Source: an optimization exercise on an open RTL-to-GDS flow (aim: small area and a short achievable clock period). Production flows keep margins and buffers that such runs may drop. The RTL was checked by simulation tests, not by an equivalence proof against the original design. No activity file was given, so power comes from the tool's default toggle rates.

[design/flow/standard.sh]
#!/bin/bash
# synth_recipe.tcl (not shown) runs the flow's synth.tcl, then flattens the netlist and writes it again
# the make line also repeats each setting of config.mk as NAME=value (left out here)
make -C /OpenROAD-flow-scripts/flow DESIGN_CONFIG=/design/flow/config.mk WORK_HOME=/design/flow/orfs CLKGATE_MAP_FILE= SYNTH_SCRIPT=/design/flow/synth_recipe.tcl "${@:-finish}"
[design/flow/design.v]
module ook_window (
    input  wire [31:0] x,
    input  wire [31:0] t0,
    output wire        in_mark,
    output wire        in_bit,    
    output wire        lo_one,    
    output wire        in_gap
);
    wire [12:0] bg = ~x[12:0] & t0[12:0];      
    wire [12:0] bp = ~(x[12:0] ^ t0[12:0]);    
    wire [12:0] g1, p1, g2, p2, g3, p3, g4;
    genvar i;
    generate
        for (i = 0; i < 13; i = i + 1) begin : pfx
            if (i >= 1) begin : s1
                assign g1[i] = bg[i] | (bp[i] & bg[i-1]);
                assign p1[i] = bp[i] & bp[i-1];
            end else begin : s1z
                assign g1[i] = bg[i];
                assign p1[i] = bp[i];
            end
            if (i >= 2) begin : s2
                assign g2[i] = g1[i] | (p1[i] & g1[i-2]);
                assign p2[i] = p1[i] & p1[i-2];
            end else begin : s2z
                assign g2[i] = g1[i];
                assign p2[i] = p1[i];
            end
            if (i >= 4) begin : s3
                assign g3[i] = g2[i] | (p2[i] & g2[i-4]);
                assign p3[i] = p2[i] & p2[i-4];
            end else begin : s3z
                assign g3[i] = g2[i];
                assign p3[i] = p2[i];
            end
            if (i >= 8) begin : s4
                assign g4[i] = g3[i] | (p3[i] & g3[i-8]);
            end else begin : s4z
                assign g4[i] = g3[i];
            end
        end
    endgenerate
    wire [12:0] d = ~bp ^ {g4[11:0], 1'b0};
    wire        b13 = g4[12];
    wire [18:0] xh = x[31:13];
    wire [18:0] th = t0[31:13];
    wire        hi_eq0 = &(xh ~^ th);
    wire [18:0] he = xh ~^ th;
    wire [18:0] hs = xh & ~th;
    wire [18:0] hz = ~xh & th;
    wire [18:0] hit1;
    generate
        for (i = 0; i < 19; i = i + 1) begin : inc
            if (i == 0 && i == 18) begin : only
                assign hit1[i] = hs[i];
            end else if (i == 0) begin : lo
                assign hit1[i] = hs[i] & (&he[18:i+1]);
            end else if (i == 18) begin : hi
                assign hit1[i] = hs[i] & (&hz[i-1:0]);
            end else begin : mid
                assign hit1[i] = hs[i] & (&he[18:i+1]) & (&hz[i-1:0]);
            end
        end
    endgenerate
    wire        hi_eq1 = (|hit1) | (&hz);
    wire        hi_ok  = b13 ? hi_eq1 : hi_eq0;
    wire lo_mark = (d >= 13'd400)  && (d <= 13'd600);
    wire lo_zero = (d >= 13'd900)  && (d <= 13'd1100);
    assign lo_one = (d >= 13'd1900) && (d <= 13'd2100);
    wire [12:0] g_lo = t0[12:0] + 13'd3900;
    wire [12:0] g_hi = t0[12:0] + 13'd4100;
    wire        g_ge = x[12:0] >= g_lo;
    wire        g_le = x[12:0] <= g_hi;
    wire lo_gap  = (g_lo <= g_hi) ? (g_ge && g_le) : (g_ge || g_le);
    assign in_mark = hi_ok && lo_mark;
    assign in_bit  = hi_ok && (lo_zero || lo_one);
    assign in_gap  = hi_ok && lo_gap;
endmodule
module ook_assembler (
    input  wire        clk,
    input  wire        rst,
    input  wire        edge_valid,
    input  wire        edge_level,
    input  wire [31:0] edge_ts,
    input  wire        do_bit,      
    input  wire        do_gap,      
    output wire        in_mark,
    output wire        in_bit,
    output wire        in_gap,
    output reg         got_mark,
    output wire        bc36,        
    output wire [63:0] enq_frame    
);
    reg [31:0] t0;
    reg [63:0] acc;
    reg        acc_zero;
    reg        pend_v;
    reg        pend_bit;
    reg        pend_zero;
    reg        pend_gap;
    reg [7:0]  bit_count;   
    wire lo_one;
    ook_window u_win (
        .x       (edge_ts),
        .t0      (t0),
        .in_mark (in_mark),
        .in_bit  (in_bit),
        .lo_one  (lo_one),
        .in_gap  (in_gap)
    );
    assign bc36      = !pend_gap && (pend_v ? (bit_count == 8'd35) : (bit_count == 8'd36));
    assign enq_frame = acc;
    always @(posedge clk) begin
        if (rst) begin
            t0        <= 32'd0;
            got_mark  <= 1'b0;
            acc_zero  <= 1'b1;
        end else if (edge_valid) begin
            t0 <= edge_ts;
            if (!edge_level) begin
                got_mark <= in_mark;
            end else if (do_bit) begin
                acc_zero  <= 1'b0;
            end else if (do_gap) begin
                acc_zero  <= 1'b1;
            end
        end
    end
    always @(posedge clk) begin
        pend_v    <= do_bit && !rst;
        pend_gap  <= do_gap && !rst;
        pend_bit  <= lo_one;
        pend_zero <= acc_zero;
        if (pend_v)
            acc <= {acc[62:0] & {63{!pend_zero}}, pend_bit};
        if (rst || pend_gap)
            bit_count <= 8'd0;
        else if (pend_v)
            bit_count <= bit_count + 8'd1;
    end
endmodule
module ook_queue #(
    parameter QCAP = 10,
    parameter NRUN = 5
) (
    input  wire        clk,
    input  wire        rst,
    input  wire        enq,
    input  wire [63:0] enq_frame,
    input  wire        deq,         
    output wire        empty,
    output wire        full,
    output wire [29:0] head_fields,
    output wire        head_match,  
    output wire        ovf          
);
    function [29:0] fields(input [63:0] f);
        fields = {f[35:27], f[25], f[23:12], f[7:0]};
    endfunction
    reg [63:0]     newest;                  
    reg [QCAP-1:0] match;                   
    reg [QCAP-1:1] rend;                    
    reg            pend;                    
    reg [QCAP-1:0] occ_m;                   
    wire [QCAP-1:0] occ = pend ? {occ_m[QCAP-2:0], 1'b1} : occ_m;
    assign full  = occ[QCAP-1];
    assign empty = !occ[0];
    assign ovf   = enq && full && !deq;
    wire new_match = (enq_frame == newest) && (enq_frame[11:8] == 4'b1111);
    wire [QCAP:0] last = {1'b0, occ} & ~{2'b0, occ[QCAP-1:1]};   
    wire          head_pend = pend && last[0];
    reg           h_m;
    reg           h_rend;
    integer i;
    always @(*) begin
        h_m    = head_pend && new_match;
        h_rend = 1'b0;
        if (pend ? last[1] : last[0])
            h_m = h_m | match[0];
        for (i = 1; i < QCAP; i = i + 1)
            if (pend ? last[i+1] : last[i]) begin
                h_m    = h_m | match[i];
                h_rend = h_rend | rend[i];
            end
    end
    assign head_match = h_m;
    wire push     = pend && !new_match && match[0] && (occ[2] || (occ[1] && !deq));
    wire pop_deq  = deq && h_rend;
    wire pop_drop = pend && occ_m[QCAP-1] && rend[QCAP-1];
    always @(posedge clk) begin
        if (pend) begin
            newest   <= enq_frame;
            match[0] <= new_match;
            match[1] <= match[0];
            rend[1]  <= push;
            for (i = 2; i < QCAP; i = i + 1) begin
                match[i] <= match[i-1];
                rend[i]  <= rend[i-1];
            end
        end
    end
    reg [29:0]     rf [0:NRUN-1];
    reg [NRUN-1:0] rf_head;
    reg [NRUN-1:0] rf_tail;
    reg [NRUN-1:0] rf_used;    
    always @(posedge clk) begin
        for (i = 0; i < NRUN; i = i + 1)
            if (push && rf_tail[i])
                rf[i] <= fields(newest);
    end
    wire [NRUN-1:0] head_1 = {rf_head[NRUN-2:0], rf_head[NRUN-1]};
    wire [NRUN-1:0] head_2 = {rf_head[NRUN-3:0], rf_head[NRUN-1:NRUN-2]};
    wire [NRUN:0]   used_p = push ? {rf_used, 1'b1} : {1'b0, rf_used};
    always @(posedge clk) begin
        if (rst) begin
            rf_head <= {{(NRUN-1){1'b0}}, 1'b1};
            rf_tail <= {{(NRUN-1){1'b0}}, 1'b1};
            rf_used <= {NRUN{1'b0}};
        end else begin
            if (push)
                rf_tail <= {rf_tail[NRUN-2:0], rf_tail[NRUN-1]};
            if (pop_deq && pop_drop) begin
                rf_head <= head_2;
                rf_used <= used_p[NRUN:2];
            end else if (pop_deq || pop_drop) begin
                rf_head <= head_1;
                rf_used <= used_p[NRUN:1];
            end else begin
                rf_used <= used_p[NRUN-1:0];
            end
        end
    end
    reg [29:0] rf_f;
    always @(*) begin
        rf_f = 30'd0;
        for (i = 0; i < NRUN; i = i + 1)
            if (rf_head[i])
                rf_f = rf_f | rf[i];
    end
    assign head_fields = rst       ? 30'd0 :
                         head_pend ? fields(enq_frame) :
                         rf_used[0] ? rf_f : fields(newest);
    always @(posedge clk) begin
        if (rst) begin
            pend  <= 1'b0;
            occ_m <= {QCAP{1'b0}};
        end else begin
            pend  <= enq;
            occ_m <= deq ? {1'b0, occ[QCAP-1:1]} : occ;
        end
    end
endmodule
module ook_evaluator (
    input  wire        clk,
    input  wire        rst,
    input  wire        tick,
    input  wire        q_empty,
    input  wire [29:0] q_fields,
    input  wire        q_match,
    output wire        deq,
    output reg         rec_valid,
    output wire [7:0]  rec_id,
    output wire        rec_battery_ok,
    output wire [7:0]  rec_channel,
    output wire [15:0] rec_temp,
    output wire [7:0]  rec_hum
);
    reg        drain;
    reg        ref_ok;
    reg        two_valid;
    reg [29:0] r_f;
    assign deq = drain && !q_empty;
    wire accept = deq && !two_valid && ref_ok && q_match;
    always @(posedge clk) begin
        if (rst) begin
            drain     <= 1'b0;
            ref_ok    <= 1'b0;
            two_valid <= 1'b0;
            rec_valid <= 1'b0;
        end else begin
            rec_valid <= accept;
            ref_ok    <= deq;
            if (!drain) begin
                if (tick)
                    drain <= 1'b1;
            end else if (q_empty) begin
                drain     <= 1'b0;
                two_valid <= 1'b0;
            end else if (accept) begin
                two_valid <= 1'b1;
            end
        end
    end
    always @(posedge clk) begin
        if (rst || accept)
            r_f <= q_fields;
    end
    assign rec_id         = r_f[29:22];
    assign rec_battery_ok = r_f[21];
    assign rec_channel    = {6'd0, r_f[20], 1'b0};
    assign rec_temp       = {{4{r_f[19]}}, r_f[19:8]};
    assign rec_hum        = r_f[7:0];
endmodule
module ook_events (
    input  wire rst,
    input  wire edge_valid,
    input  wire edge_level,
    input  wire got_mark,
    input  wire in_bit,
    input  wire in_gap,
    input  wire bc36,
    input  wire ovf_ok,       
    input  wire desync_ok,    
    output wire do_bit,
    output wire do_gap,
    output wire enq,
    output wire ovf_en,       
    output wire desync_en     
);
    wire rise = edge_valid && edge_level && got_mark;
    assign do_bit    = rise && in_bit;
    assign do_gap    = rise && in_gap;
    assign enq       = do_gap && bc36;
    assign ovf_en    = rst || (do_gap && bc36 && ovf_ok);
    assign desync_en = rst || (do_gap && !bc36 && desync_ok);
endmodule
module ook_decoder (
    input  wire        clk,
    input  wire        rst,
    input  wire        edge_valid,
    input  wire        edge_level,
    input  wire [31:0] edge_ts,
    input  wire        tick,
    output wire        rec_valid,
    output wire [7:0]  rec_id,
    output wire        rec_battery_ok,
    output wire [7:0]  rec_channel,
    output wire [15:0] rec_temp,
    output wire [7:0]  rec_hum,
    output reg  [15:0] ovf_count,
    output reg  [15:0] desync_count
);
    wire        in_mark, in_bit, in_gap, got_mark, bc36;
    wire        do_bit, do_gap, enq, ovf_en, desync_en;
    wire [63:0] enq_frame;
    wire        deq;
    wire        q_empty;
    wire        q_full;
    wire [29:0] q_fields;
    wire        q_match;
    wire        ovf;
    ook_assembler u_asm (
        .clk        (clk),
        .rst        (rst),
        .edge_valid (edge_valid),
        .edge_level (edge_level),
        .edge_ts    (edge_ts),
        .do_bit     (do_bit),
        .do_gap     (do_gap),
        .in_mark    (in_mark),
        .in_bit     (in_bit),
        .in_gap     (in_gap),
        .got_mark   (got_mark),
        .bc36       (bc36),
        .enq_frame  (enq_frame)
    );
    ook_events u_ev (
        .rst        (rst),
        .edge_valid (edge_valid),
        .edge_level (edge_level),
        .got_mark   (got_mark),
        .in_bit     (in_bit),
        .in_gap     (in_gap),
        .bc36       (bc36),
        .ovf_ok     (q_full && !deq && !(&ovf_count)),
        .desync_ok  (!(&desync_count)),
        .do_bit     (do_bit),
        .do_gap     (do_gap),
        .enq        (enq),
        .ovf_en     (ovf_en),
        .desync_en  (desync_en)
    );
    ook_queue u_queue (
        .clk         (clk),
        .rst         (rst),
        .enq         (enq),
        .enq_frame   (enq_frame),
        .deq         (deq),
        .empty       (q_empty),
        .full        (q_full),
        .head_fields (q_fields),
        .head_match  (q_match),
        .ovf         (ovf)
    );
    ook_evaluator u_eval (
        .clk            (clk),
        .rst            (rst),
        .tick           (tick),
        .q_empty        (q_empty),
        .q_fields       (q_fields),
        .q_match        (q_match),
        .deq            (deq),
        .rec_valid      (rec_valid),
        .rec_id         (rec_id),
        .rec_battery_ok (rec_battery_ok),
        .rec_channel    (rec_channel),
        .rec_temp       (rec_temp),
        .rec_hum        (rec_hum)
    );
    wire [15:0] ovf_inc, desync_inc;
    genvar k;
    generate
        for (k = 0; k < 16; k = k + 1) begin : inc
            if (k == 0) begin : b0
                assign ovf_inc[k]    = ~ovf_count[k];
                assign desync_inc[k] = ~desync_count[k];
            end else begin : bk
                assign ovf_inc[k]    = ovf_count[k]    ^ (&ovf_count[k-1:0]);
                assign desync_inc[k] = desync_count[k] ^ (&desync_count[k-1:0]);
            end
        end
    endgenerate
    always @(posedge clk) begin
        if (ovf_en)
            ovf_count <= ovf_inc & {16{!rst}};
        if (desync_en)
            desync_count <= desync_inc & {16{!rst}};
    end
endmodule
[design/flow/flow/run.sh]
#!/bin/bash
# The standard layout (standard.sh), with these changes:
# - synthesis leaves adders to ABC instead of mapping them to the
#   library's half/full adder cells (ADDER_MAP_FILE empty), so that the
#   timestamp window logic is built as shallow logic;
# - the timing repair after placement, CTS and global routing aims for a
#   margin below the clock period;
# - the port buffers are a small plain buffer cell.
set -euo pipefail
bash standard.sh ADDER_MAP_FILE= SETUP_SLACK_MARGIN=6 \
  "BUFFER_PORTS_ARGS=-buffer_cell sky130_fd_sc_hd__buf_1" finish > flow_standard.log 2>&1
[design/flow/config.mk]
export PLATFORM = sky130hd
export DESIGN_NAME = ook_decoder
export DESIGN_NICKNAME = ook_decoder
export VERILOG_FILES = /design/flow/design.v
export SDC_FILE = /design/flow/constraint.sdc
export NUM_CORES = 4
export LEC_CHECK = 0
export CAP_MARGIN = 20
export CORE_MARGIN = 2
export CORE_UTILIZATION = 70
export CTS_CLUSTER_DIAMETER = 100
export CTS_CLUSTER_SIZE = 20
export SLEW_MARGIN = 20
[design/flow/constraint.sdc]
create_clock -name core_clock -period 10.0 [get_ports {clk}]
set_input_delay 2.0000 -clock core_clock [delete_from_list [all_inputs] [get_ports {clk}]]
set_output_delay 2.0000 -clock core_clock [all_outputs]
set_load 0.01 [all_outputs]
==> flow_summary.toml, run 1 <==
[outcome]
status = "no timing/DRC/antenna violations"

[sta]
fin_crit_ns = 4.18
fin_crit_sh_pct = 41.8
rsz0062_at_grt = "true"
worstMarginPinSlew_ns = 1.07
setup_tns_ns = 0
setup_viol = 0
finClkSkew_ns = 0.0142
slew-limit-headroom_pct = 28.2
hold_ws_ns = 0.346
max_freq_ghz = 0.239
finalHoldViolations = 0
slew_viol_final = 0

[grt]
grt_use_met3_pct = 3.77
grt_pass1_wl_um = 64000
grtUsageMet2_pct = 47.4
busiest_layer = "met2"
grt_pass1_vias = 12200
met1_usage_pct = 39.2
grt_usage_pct = 28.1
grt_max_degree = 67
grt-ovfl-total = 0
antenna_found_initial = 0

[die]
die_h_um = 171
start_util_pct = 70.6
io_pins = 111
die_w_um = 171
rows = 61
die-area_um2 = 29100
core_um2 = 27600

[synthesis]
yosysMostFrequentCell = "edfxtp_1"
synthFlopType = "edfxtp_1"
ys_types = 76
yosys-top-cells-count = "edfxtp_1, nor2_1, nor2b_1"
synthCells = 1593
async_flop_share_pct = 0
synth_area_leaders = "edfxtp_1, dfxtp_1, nor2_1"
synth_area_um2 = 19500
synth_seq_cells = 435
ys_seq_area_share_pct = 63.2
yosys.area.top_type = "edfxtp_1"
avgSynthCellArea_um2 = 12.2
synth-edff-count = 359
synth.top_cell.area_share_pct = 55.4
yosys_warnings = 5

[cells_and_area]
nNetsFinal = 1716
utilization_pct = 78.3
area_delta_synth_final_pct = 10.9
antennaDiodeCount = 0
drive_gt1_share_pct = 10.2

[worst_setup_path]
r2r_start = "u_asm.t0[2]"
startpoint = "edge_ts[0]"
crit_required_ns = 10.28
cp-end-kind = "flip-flop"
startpoint_type = "input port"
critical_path.max_fanout = 8
worstSetupPathType = "input port to flip-flop"
arrival_ns = 4.46

[routing]
antenna_left = 0
dr_total_vias = 13000
totalWireLength_um = 41600
first_pass_iters = 6
drt_iter0_drc = 1380
remaining_drc_errors = 0
avgRoutedWirePerCell_um = 20.0
vias_per_cell = 6.29

[clocking]
cts_inserted_buffers = 26
cts_tree = "yes"
clock-sinks = 435
clock_latency_ns = 0.55
clk_pin_slew_ns = 0.08
htree_levels = 1
cts_max_path_buffers = 3
hold_buffers = 0
cts_root_buf = "clkbuf_16"

[pwr]
seqPwrFrac_pct = 60.6
p_sw_w = 0.000709
p_leak_nw = 7.16
internal-power_w = 0.00256
combPwrFrac_pct = 6.6
vdd_drop_max_mv = 0.124
switching_share_pct = 21.7
clkPwrFrac_pct = 32.7
power.density_nw_per_um2 = 152

[placement]
dpl.hpwl_um = 24700
port_buffers = 103
gp_congestion = 0.867

[flow_run]
maxCapViolCount = 0

[hold_path]
min_path_type = "flip-flop to flip-flop"
min_from = "u_asm.acc_zero"
[sequential cells by signal, summed over array words and instances (netlist names), 8 cells and up]
| signal | flops |
|---|---|
| u_eval.r_f | 30 |
| u_asm.t0 | 32 |
| desync_count | 16 |
| u_queue.rend | 9 |
| ovf_count | 16 |
| u_asm.acc | 64 |
| u_queue.rf | 150 |
| u_queue.occ_m | 10 |
| u_asm.bit_count | 8 |
| u_queue.newest | 64 |
| u_queue.match | 10 |
[final cells by class]
type	count	area (um2)
clock inverters	2	32.5
fillers	1715	5970
inverters	39	151
multi-input cells	1028	6990
well taps	378	473
repair buffers	149	880
flip-flops and latches	435	12300
clock buffers	45	743
[metal layers]
layer / share of wire [%] / up-vias
li1: - / 6100
met1: 42 / 6355
met2: 49 / 533
met3: 7.0 / 61
met4: 2.1 / 0
met5: 0 / -
[worst max-delay path, cell delays in order]
cell	delay (ns)
buf_8	0.10
nor2b_4	0.18
a21oi_2	0.09
o31a_1	0.29
and4b_2	0.25
o21ai_2	0.17
maj3_2	0.22
mux2i_2	0.22
nand4_1	0.17
a211o_4	0.39
o21bai_4	0.19
clkbuf_16	0.18
[power by group through the flow]
| stage | clock [W] | sequential, W | combinational (W) |
|---|---|---|---|
| final | 0.00107 | 0.00198 | 0.000218 |
| after global routing | 0.00115 | 0.00199 | 0.000239 |
| after CTS | 0.00109 | 0.00198 | 0.000207 |
| after detailed placement | 0 | 0.00202 | 0.000188 |
| after global placement | 0 | 0.00202 | 0.000185 |
| after floorplan | 0 | 0.00202 | 0.000143 |
[stage by stage]
step	area [um2]	power [W]	setup WS, ns	cells
after detailed placement	20100	0.00221	4.83	1997
after CTS	21400	0.00328	5.82	2070
final	21600	0.00327	5.82	2076
after global routing	21600	0.00338	5.73	2076
after global placement	20100	0.00221	4.91	1997
after floorplan	19600	0.00216	5.55	1599
[cell usage in the layout, fill, tap and decap left out, types with 8 or more instances in the layout]
cell         n
buf_1       87
a311oi_1    30
a21oi_1     66
nand3b_1    10
clkbuf_16   28
buf_4       39
o21ai_1      8
and2_1      11
buf_6        8
and3_1      12
nand4_1     20
dfxtp_1     68
clkbuf_1    18
nor2b_1     82
xor2_1      61
a31oi_1     12
nand2b_1    20
a22oi_1     35
inv_1       37
mux2_2       8
mux2i_1     37
nor2b_4      8
nor4_1      13
o22ai_1      8
edfxtp_1   359
nand3_1     36
xnor2_1     67
nand2_1     58
nor2_1     209
o21ai_0     23
a222oi_1    37
nor3_1      14
[cell families (layout without fill, tap and decap cells)]
logic type                 count (synthesis)  count (layout)  share of synthesized area (%)
xor gates and xnor gates                 131             131                           5.90
muxes                                     46              46                           2.42
buffers and inverters                    136             235                           2.87
adders and majority gates                  6               6                          0.315
and+or+nand+nor                          543             543                           14.1
DFF                                      435             435                           63.2
AOI/OAI and AO/OA                        295             295                           11.1
other                                      1               7                         0.0193
[worst paths after layout]
path | cells past startpoint | slack, ns | endpoint
max | 12 | 5.82 | desync_count[15]
min | 0 | 0.35 | u_asm.pend_zero
max reg2reg | 11 | 6.20 | desync_count[15]
min reg2reg | 0 | 0.35 | u_asm.pend_zero
[repair_timing]
action | 4_1_cts | 5_1_grt
setup buffers | 25 | 6
pin swaps | 16 | 22
setup endpoints to repair | 85 | 219
resized for setup | 55 | 49
gates cloned | 1 | 0
==> run 2, diff against run 1 <==
==> design/flow/flow/run.sh (replaced) <==
#!/bin/bash
# The standard layout (standard.sh), with these changes:
# - synthesis leaves adders to ABC instead of mapping them to the
#   library's half/full adder cells (ADDER_MAP_FILE empty), so that the
#   timestamp window logic is built as shallow logic, and ABC maps for a
#   heavier load per gate;
# - the timing repair after placement, CTS and global routing aims for a
#   margin below the clock period;
# - the port buffers are a small plain buffer cell.
set -euo pipefail
bash standard.sh ADDER_MAP_FILE= ABC_LOAD_IN_FF=30 SETUP_SLACK_MARGIN=6 \
  "BUFFER_PORTS_ARGS=-buffer_cell sky130_fd_sc_hd__buf_2" finish > flow_standard.log 2>&1
--- a/design/flow/config.mk
+++ b/design/flow/config.mk
@@ -7,7 +7,7 @@
 export LEC_CHECK = 0
 export CAP_MARGIN = 20
 export CORE_MARGIN = 2
-export CORE_UTILIZATION = 70
+export CORE_UTILIZATION = 60
 export CTS_CLUSTER_DIAMETER = 100
 export CTS_CLUSTER_SIZE = 20
 export SLEW_MARGIN = 20
==> flow_summary.toml, run 2 <==
[synthesis]
avgSynthCellArea_um2 = 11.9
synth_top_family_by_area = "simple AND/OR/NAND/NOR gates"
synth_simple_gate_area_share_pct = 14.0
synth-edff-count = 359
synth_area_um2 = 19800
synth-xor-area-share_pct = 5.79
synth_area_leaders = "edfxtp_1, dfxtp_1, nor2_1"
yosysMostFrequentCell = "edfxtp_1"
synth.top_cell.area_share_pct = 54.4
async_flop_share_pct = 0
ys_types = 82
synth.area.mux_share_pct = 2.37
yosys.area.top_type = "edfxtp_1"
yosys-top-cells-count = "edfxtp_1, nor2_1, clkbuf_1"
ys_seq_area_share_pct = 62.0
synth_fa_ha_area_share_pct = 0.309
synth_compound_area_share_pct = 11.1
synthCells = 1669
synth_seq_cells = 435
yosys_warnings = 5
synthFlopType = "edfxtp_1"

[clocking]
hold_buffers = 0
htree_levels = 1
clock-sinks = 435
cts_max_path_buffers = 3
cts_inserted_buffers = 26
cts_root_buf = "clkbuf_16"
cts_tree = "yes"
clock_latency_ns = 0.56
clk_pin_slew_ns = 0.09

[cells_and_area]
nNetsFinal = 1704
largest_register = "u_queue.rf"
layout_commonest_cell = "edfxtp_1"
utilization_pct = 66.5
largest_reg_flops = 150
largest_registers = "u_queue.rf: 150 flops, u_asm.acc: 64 flops, u_queue.newest: 64 flops"
antennaDiodeCount = 0
finalNonFillerCells = 2129
drive_gt1_share_pct = 14.5
final_cell_mix = "edfxtp_1, nor2_1, buf_2, nor2b_1, dfxtp_1"
stdcell_area_um2 = 21600
area_delta_synth_final_pct = 9.17

[worst_setup_path]
startpoint = "edge_ts[1]"
worstSetupPathType = "input port to flip-flop"
r2r_start = "u_asm.t0[2]"
crit_required_ns = 10.29
startpoint_type = "input port"
cp_slowest_cell = "a211o_4"
critical_path.max_fanout = 8
cpPeakStageDelay_ns = 0.40
arrival_ns = 4.50
worstRegToRegCells = 12
r2r_setup_slack_ns = 6.26
cp-end-kind = "flip-flop"
reg2reg_to = "ovf_count[0]"
crit_chain = "buf_6 > nor2b_4 > a21oi_4 > o31a_1 > and4b_1 > o21ai_2 > maj3_2 > mux2i_2 > nand4_1 > a211o_4 > o21bai_4 > buf_12 > buf_16"
crit_path_end = "ovf_count[0]"

[placement]
placed_cells = 2062
gp_congestion = 0.867
dpl.hpwl_um = 25300
placed_area_um2 = 20400
port_buffers = 103

[die]
die_w_um = 186
core_um2 = 32500
start_util_pct = 61.0
die_h_um = 186
io_pins = 111
die-area_um2 = 34500
rows = 66

[routing]
totalWireLength_um = 41800
dr_total_vias = 12700
remaining_drc_errors = 0
drt_iter0_drc = 1299
avgRoutedWirePerCell_um = 19.6
antenna_left = 0
vias_per_cell = 5.98
first_pass_iters = 5

[outcome]
status = "no timing/DRC/antenna violations"

[sta]
fin_crit_ns = 4.22
setup_tns_ns = 0
finalHoldViolations = 0
worstMarginPinSlew_ns = 1.06
fin_crit_sh_pct = 42.2
slew-limit-headroom_pct = 29.6
finClkSkew_ns = 0.0172
slew_viol_final = 0
max_freq_ghz = 0.237
rsz0062_at_grt = "true"
setup_viol = 0

[pwr]
p_leak_nw = 7.38
power.density_nw_per_um2 = 151
vdd_drop_max_mv = 0.130

[grt]
grt_pass1_vias = 12100
grt-ovfl-total = 0
grt_usage_pct = 24.2
grt_pass1_wl_um = 65800
antenna_found_initial = 0
grt_max_degree = 83

[hold_path]
min_path_type = "flip-flop to flip-flop"

[flow_run]
maxCapViolCount = 0
-- run 2: cell types whose count changed after synthesis, sizes merged --
cell	change
clkbuf	+76
inv	+1
clkinv	-1
-- run 2: kinds of logic after synthesis --
logic type	after synthesis
compound gates	295
xor+xnor	131
fa+ha+maj	6
buf+inv	212
flops	435
mux	46
other cells	1
simple gates	543
-- run 2: final cells by class --
| type | count | area [um2] |
|---|---|---|
| clock buffers | 45 | 722 |
| clock inverters | 3 | 43.8 |
| fillers | 2494 | 10900 |
| inverters | 39 | 154 |
| multi-input cells | 1028 | 6960 |
| flip-flops and latches | 435 | 12300 |
| well taps | 442 | 553 |
| repair buffers | 137 | 902 |
-- run 2: what timing repair did --
item / CTS / global route
cloned: 1 / 1
endpoints found under the setup margin: 35 / 36
pin swaps: 6 / 7
setup buffers: 13 / 4
gates resized for setup: 31 / 31
-- run 2: layer usage --
layer | vias up | track usage, % | wire (um)
met5 | - | 0 | 0
met1 | 6253 | 34.3 | 18500
met3 | 44 | 3.03 | 2480
met4 | 0 | 4.28 | 510
met2 | 371 | 40.8 | 20300
li1 | 6064 | - | -
-- run 2: how the worst min path moves through the flow --
stage                   start               to  slack (ns)  depth (start not counted)
5_1_grt        u_asm.acc_zero  u_asm.pend_zero        0.37                          0
6_report       u_asm.acc_zero  u_asm.pend_zero        0.35                          0
3_5_place_dp   u_asm.acc_zero  u_asm.pend_zero        0.34                          0
2_1_floorplan  u_asm.acc_zero  u_asm.pend_zero        0.33                          0
3_3_place_gp   u_asm.acc_zero  u_asm.pend_zero        0.33                          0
4_1_cts        u_asm.acc_zero  u_asm.pend_zero        0.35                          0
-- run 2: power breakdown --
group	total [W]	leakage [nW]	switching (W)	internal, W
clock network	0.00107	0.363	0.000574	0.000500
logic	0.000220	3.10	0.000123	0.0000967
registers	0.00198	3.92	0.0000263	0.00196
-- run 2: critical path, delay by kind of cell --
kind	cells	cell delay, ns
compound gates	5	1.11
mux	1	0.22
fa+ha+maj	1	0.22
buf+inv	3	0.35
simple gates	3	0.59
-- run 2: through the flow --
stage | power [W] | setup WS (ns) | hold WS (ns)
floorplan | 0.00217 | 5.52 | 0.331
global placement | 0.00222 | 4.82 | 0.335
detailed placement | 0.00222 | 4.76 | 0.341
CTS | 0.00329 | 5.76 | 0.353
global route | 0.00340 | 5.69 | 0.367
finish | 0.00328 | 5.78 | 0.353
==> run 3, diff against run 2 <==
--- a/design/flow/flow/run.sh
+++ b/design/flow/flow/run.sh
@@ -8,5 +8,5 @@
 #   margin below the clock period;
 # - the port buffers are a small plain buffer cell.
 set -euo pipefail
-bash standard.sh ADDER_MAP_FILE= ABC_LOAD_IN_FF=30 SETUP_SLACK_MARGIN=6 \
+bash standard.sh ADDER_MAP_FILE= ABC_LOAD_IN_FF=15 SETUP_SLACK_MARGIN=6 \
   "BUFFER_PORTS_ARGS=-buffer_cell sky130_fd_sc_hd__buf_2" finish > flow_standard.log 2>&1
==> flow_summary.toml, run 3 <==
[outcome]
status = "no timing/DRC/antenna violations"

[flow_run]
maxCapViolCount = 0

[synthesis]
ys_seq_area_share_pct = 63.1
synthFlopType = "edfxtp_1"
async_flop_share_pct = 0
yosysMostFrequentCell = "edfxtp_1"
synth_seq_cells = 435
synthCells = 1601
yosys.area.top_type = "edfxtp_1"
synth.top_cell.area_share_pct = 55.3
ys_types = 78
yosys_warnings = 5
synth-edff-count = 359
yosys-top-cells-count = "edfxtp_1, nor2_1, nor2b_1"
synth_area_um2 = 19500
avgSynthCellArea_um2 = 12.2
synth_area_leaders = "edfxtp_1, dfxtp_1, nor2_1"

[worst_setup_path]
cp-end-kind = "flip-flop"
startpoint_type = "input port"
cpPeakStageDelay_ns = 0.40
worstSetupPathType = "input port to flip-flop"
crit_chain = "buf_8 > nor2b_4 > a21oi_4 > o31a_1 > and4b_1 > o21ai_2 > maj3_2 > mux2i_2 > nand4_1 > a211o_4 > o21bai_4 > buf_12"
critPathBufInv = 2
arrival_ns = 4.37
crit_required_ns = 10.28
critical_path.max_fanout = 13
cp_slowest_cell = "a211o_4"
cp_top_family = "compound AO/OA/AOI/OAI gates"

[grt]
grt-ovfl-total = 0
grt_max_degree = 69
grt_pass1_wl_um = 66100
grt_usage_pct = 25.0
grt_pass1_vias = 12200
antenna_found_initial = 1

[routing]
avgRoutedWirePerCell_um = 19.8
drt_iter0_drc = 989
dr_total_vias = 12700
antenna_left = 0
remaining_drc_errors = 0
totalWireLength_um = 42100
first_pass_iters = 6
vias_per_cell = 5.95

[sta]
hold_ws_ns = 0.340
fin_crit_ns = 4.10
finalHoldViolations = 0
finClkSkew_ns = 0.0158
slew_viol_final = 0
setup_viol = 0
rsz0062_at_grt = "true"
worstMarginPinSlew_ns = 1.05
slew-limit-headroom_pct = 29.6
setup_tns_ns = 0
fin_crit_sh_pct = 41.0
max_freq_ghz = 0.244

[cells_and_area]
layout_commonest_cell = "edfxtp_1"
final_cell_mix = "edfxtp_1, nor2_1, buf_2, nor2b_1, xnor2_1"
largest_registers = "u_queue.rf: 150 flops, u_asm.acc: 64 flops, u_queue.newest: 64 flops"
utilization_pct = 67.0
stdcell_area_um2 = 21600
drive_gt1_share_pct = 15.1
largest_reg_flops = 150
area_delta_synth_final_pct = 10.8
nNetsFinal = 1705
largest_register = "u_queue.rf"

[die]
die_h_um = 184
die-area_um2 = 34000
core_um2 = 32300
io_pins = 111
rows = 66
start_util_pct = 60.4
die_w_um = 184

[clocking]
cts_root_buf = "clkbuf_16"
clock-sinks = 435
cts_tree = "yes"
clock_latency_ns = 0.56
htree_levels = 1
hold_buffers = 0
clk_pin_slew_ns = 0.09
cts_inserted_buffers = 25
cts_max_path_buffers = 3

[placement]
placed_area_um2 = 20300
port_buffers = 103
gp_congestion = 0.881
dpl.hpwl_um = 25200

[pwr]
power.density_nw_per_um2 = 151
p_leak_nw = 7.33
p_total_w = 0.00326
vdd_drop_max_mv = 0.115

[hold_path]
min_path_type = "flip-flop to flip-flop"
run 3: routing by layer:
metal / track usage (%) / wire length [um]
met2: 42.3 / 20400
met5: 0 / 11
met4: 6.62 / 976
met3: 3.52 / 2430
met1: 34.0 / 18300
run 3: final timing paths:
path,from,end,slack (ns),cells after the start
worst max-delay path,edge_ts[0],ovf_count[13],5.90,12
worst min-delay path,u_asm.acc_zero,u_asm.pend_zero,0.34,0
worst max register to register,u_asm.t0[2],ovf_count[13],6.31,11
worst min register to register,u_asm.acc_zero,u_asm.pend_zero,0.34,0
run 3: report_power, final:
group / internal, W / switching [W]
clock: 0.000502 / 0.000559
sequential: 0.00196 / 0.0000259
combinational: 0.0000957 / 0.000121
run 3: cell families after synthesis:
logic type               Yosys count  synth area share, %
AO/OA/AOI/OAI                    295                 11.2
XOR/XNOR                         131                 5.88
adder cells (fa/ha/maj)            6                0.314
buffers and inverters            144                 3.03
flip-flops                       435                 63.1
multiplexers                      46                 2.41
other                              1               0.0192
AND/OR/NAND/NOR                  543                 14.1
run 3: what timing repair did:
item	in CTS	in global routing
gates resized for setup	47	28
pin swaps	7	6
endpoints found under the setup margin	85	71
setup buffers	21	4
run 3: worst reg2reg max path, cell delays in order, from the launching register on:
cell	delay, ns
dfxtp_1	0.44
or4_1	0.73
a311oi_4	0.44
nand2_2	0.15
a211oi_2	0.21
a311o_1	0.14
a22o_1	0.14
o21ai_1	0.07
a2111o_1	0.37
a211o_4	0.40
o21bai_4	0.18
buf_12	0.16
run 3: layout make-up:
type | count | area (um2)
diodes | 1 | 2.50
clock buffers | 44 | 697
clock inverters | 2 | 38.8
fillers | 2474 | 10700
inverters | 39 | 151
multi-input cells | 1028 | 6970
flip-flops and latches | 435 | 12300
well taps | 442 | 553
repair buffers | 139 | 887
run 3: stage by stage:
stage	worst slack (ns)	instances
after CTS	5.87	2125
after detailed placement	4.79	2058
final	5.90	2130
after global placement	4.92	2058
after global routing	5.82	2129
after floorplan	5.54	1607

separate check: timing with driven ports:
In the flow no input, the clock included, has a driving cell. The finished layouts below were timed again as built, in two steps.
Step 1 sets driving cells, clkbuf_16 on the clock port and buf_2 on the other inputs (assumed; they add their load-dependent delay and slew).
Step 2 times the ports against the registers' clock, not the clock port: input delays grow and output delays shrink by t, the midpoint of the rising clock arrivals with the driver on.
Three values: ideal ports, drivers, drivers and shift; two values: the first two.
| run | t, ns | setup slack, ns | latest minus earliest clock arrival (ns) | slew at the worst register clock pin (ns) | pins driven straight from the clock port |
|---|---|---|---|---|---|
| run 1 | 0.599 | 5.818 / 5.833 / 5.234 | 0.014 / 0.015 | 0.09 / 0.09 | 1 |
| run 2 | 0.606 | 5.784 / 5.801 / 5.195 | 0.018 / 0.018 | 0.09 / 0.09 | 1 |
| run 3 | 0.599 | 5.905 / 5.912 / 5.314 | 0.017 / 0.017 | 0.09 / 0.09 | 1 |
After both steps every run listed still meets setup and hold. For run 3, which loses most, drivers alone change the setup slack by +0.007 ns; drivers and shift together by -0.591 ns.
